From an optimization exercise on the open Yosys and OpenROAD flow, aimed at small area, a short achievable clock period and few clock cycles; shortcuts taken in it are not production practice. In this exercise RTL edits were held to simulation tests only and were not proved equivalent to the original. Power and IR drop assume default switching activity.

== run 1 ==
## ook_rx
module ook_rx (
    input  wire          clk,
    input  wire          rst,
    input  wire          c_valid,
    output wire          c_ready,
    input  wire [17:0]   c_word,
    input  wire          f_pop,
    output wire          f_avail,
    output wire [6:0]    f_len,
    output wire [47:0]   f_payload,
    input  wire [2:0]    r_num,
    output reg  [31:0]   r_data
);
    localparam integer W       = 2;
    localparam integer G       = 300;
    localparam integer THR_NUM = 1;
    localparam integer THR_DEN = 20;
    localparam integer MINGAP  = 1;
    localparam integer PERIOD  = 2;
    localparam integer NMAX    = 96;
    localparam integer LMAX    = NMAX - W + 1;    
    localparam integer P   = 8;                   
    localparam integer SW  = 17;                  
    localparam integer NBV = 57;                  
    localparam integer K0    = 3;
    localparam integer K     = 3;
    localparam integer NC    = 5;           
    localparam integer NSTEP = K0 + K * NC;       
  ...
Size in the first run: roughly 1800 flip-flops, ~0.065 sq mm of cells after synthesis.
==> flow/config.mk <==
export PLATFORM = sky130hd
export DESIGN_NAME = ook_rx
export DESIGN_NICKNAME = ook_rx
export VERILOG_FILES = /design/flow/design.v
export SDC_FILE = /design/flow/constraint.sdc
export NUM_CORES = 4
export LEC_CHECK = 0
export CAP_MARGIN = 20
export CORE_MARGIN = 2
export CORE_UTILIZATION = 40
export CTS_BUF_LIST = sky130_fd_sc_hd__clkbuf_16
export CTS_CLUSTER_DIAMETER = 80
export CTS_CLUSTER_SIZE = 30
export PLACE_DENSITY = 0.6
export SLEW_MARGIN = 20
==> flow/constraint.sdc <==
create_clock -name core_clock -period 15.0 [get_ports {clk}]
set_input_delay 3.0000 -clock core_clock [delete_from_list [all_inputs] [get_ports {clk}]]
set_output_delay 3.0000 -clock core_clock [all_outputs]
set_load 0.01 [all_outputs]
standard.sh (not shown) runs the stock make flow with config.mk's settings and CLKGATE_MAP_FILE= SYNTH_SCRIPT=/design/flow/synth_recipe.tcl, a recipe that flattens the netlist after the stock synthesis.
==> flow/flow/run.sh <==
#!/bin/bash
# Standard layout, with timing repair aimed below the clock period: repair
# works until every path has SETUP_SLACK_MARGIN of slack, and ports get
# ordinary buffers instead of the delay cells buffer_ports picks by default.
set -euo pipefail
bash standard.sh \
  SETUP_SLACK_MARGIN=8.5 \
  "BUFFER_PORTS_ARGS=-buffer_cell sky130_fd_sc_hd__buf_4" \
  finish > standard.log 2>&1
Testbench counts of run 1, summed over its fixed seeds: cycles 7,239.
Changes in run 2 relative to run 1:
- ABC_AREA newly set to 1
Findings:
Summary: with run 1 as the reference, met2 wire length in run 2 moved down slightly.
Run 1 → run 2: logic depth of the worst register-to-register path shows an increase of 6.7%; fraction of power consumed by combinational cells shows an increase of 1.8 points.
A combinational family with the most area after synthesis of compound AO/OA/AOI/OAI gates is what run 1 shows, while simple AND/OR/NAND/NOR gates belongs to run 2.
Compared to run 1, run 2 has fraction of final layout cells sized beyond drive strength 1 3.2 points lower.
Modified inputs, run 3 compared to run 2
- swapping 40 for 50 in CORE_UTILIZATION
- swapping 0.6 for 0.75 in PLACE_DENSITY
- clearing ABC_AREA, which used to be 1
Results
Run 3 finished all stages; the layout is clean.
The lower global-route usage of run 2 and run 3 is in run 2.
Number of well-tap cells placed delta for run 3 relative to run 2: 447 lower
Storage element area of run 3 is on par with run 2.
Synthesized cell count ended up 625 lower on run 3 than on run 2.
Of run 2 and run 3, the run reporting the lower combinational fraction of design power was run 3.
Of run 2 and run 3, the higher total power after layout belongs to run 2.
Maximum single-stage delay on the critical path delta for run 3 relative to run 2: 0.05 ns lower
Run 3: slew at the pin closest to its max-slew limit higher than run 2
Run 2 tops out at a lower clock frequency than run 3.

---

Setup of the previous run:
Starting RTL as in the previous note.
## ook_rx
module ook_rx (
    input  wire          clk,
    input  wire          rst,
    input  wire          c_valid,
    output wire          c_ready,
    input  wire [17:0]   c_word,
    input  wire          f_pop,
    output wire          f_avail,
    output wire [6:0]    f_len,
    output wire [47:0]   f_payload,
    input  wire [2:0]    r_num,
    output reg  [31:0]   r_data
);
==> flow/config.mk <==
export PLATFORM = sky130hd
export DESIGN_NAME = ook_rx
export DESIGN_NICKNAME = ook_rx
export VERILOG_FILES = /design/flow/design.v
export SDC_FILE = /design/flow/constraint.sdc
export NUM_CORES = 4
export LEC_CHECK = 0
export CAP_MARGIN = 20
export CORE_MARGIN = 2
export CORE_UTILIZATION = 40
export CTS_BUF_LIST = sky130_fd_sc_hd__clkbuf_16
export CTS_CLUSTER_DIAMETER = 80
export CTS_CLUSTER_SIZE = 30
export PLACE_DENSITY = 0.6
export SLEW_MARGIN = 20
==> flow/constraint.sdc <==
create_clock -name core_clock -period 15.0 [get_ports {clk}]
set_input_delay 3.0000 -clock core_clock [delete_from_list [all_inputs] [get_ports {clk}]]
set_output_delay 3.0000 -clock core_clock [all_outputs]
set_load 0.01 [all_outputs]
==> flow/flow/run.sh <==
#!/bin/bash
# Standard layout, with timing repair aimed below the clock period: repair
# works until every path has SETUP_SLACK_MARGIN of slack, and ports get
# ordinary buffers instead of the delay cells buffer_ports picks by default.
set -euo pipefail
bash standard.sh \
  SETUP_SLACK_MARGIN=8.2 \
  "BUFFER_PORTS_ARGS=-buffer_cell sky130_fd_sc_hd__buf_4" \
  finish > standard.log 2>&1
The previous run finished every stage and its layout cleared the timing, design-rule and antenna checks.
Testbench counts of the previous run, summed over its fixed seeds: cycles 7,239.
Setup changes, the previous run to the current run
--- a/flow/flow/run.sh
+++ b/flow/flow/run.sh
@@ -5,5 +5,5 @@
 set -euo pipefail
 bash standard.sh \
-  SETUP_SLACK_MARGIN=8.2 \
+  SETUP_SLACK_MARGIN=8.8 \
   "BUFFER_PORTS_ARGS=-buffer_cell sky130_fd_sc_hd__buf_4" \
   finish > standard.log 2>&1
==> comparison <==
Every run in the comparison, the current run and the previous run, completed the flow with a clean layout.
From the previous run to the current run the numbers moved as follows: peak fanout along the critical path lost 8, CTS buffer count went down by 2, switching share of power down 0.41 points, final sequential cell count flat, period utilization held.
| sequential power | the previous run vs the current run | ≈ equal |
Per the comparison of the current run with the previous run, areal power density over the cells dropped about 1.2%, share of cell area taken by flip-flops and latches dropped 0.98 points, routed via count divided by cell count barely changed, cell area climbed 1.4%.

==> static timing again, ports no longer ideal <==
How much do the figures lean on ideal ports? The routed layouts below were timed once more, with nothing changed but the port constraints. Step 1 assumes that a clkbuf_16 drives the clock port and a buf_2 every other input. Step 2 also shifts input and output timing later by t, the mid clock arrival at the registers, as if the neighbouring blocks saw the same clock. Slacks: ideal ports / drivers / drivers and shift; pairs: ideal ports / drivers.
run	t (ns)	slack for setup (ns)	worst slew at a driven data input, ns
run 1	0.770	8.277 / 8.225 / 7.729	0.15
run 2	0.776	8.195 / 8.149 / 7.888	0.27
run 3	0.734	8.281 / 8.187 / 7.724	0.14
the previous run	0.776	8.260 / 8.227 / 7.561	0.14
the current run	0.770	8.271 / 8.220 / 7.668	0.19
After both steps every run listed still meets setup and hold. For the previous run, which loses most, drivers alone change the setup slack by -0.033 ns; drivers and shift together by -0.699 ns.
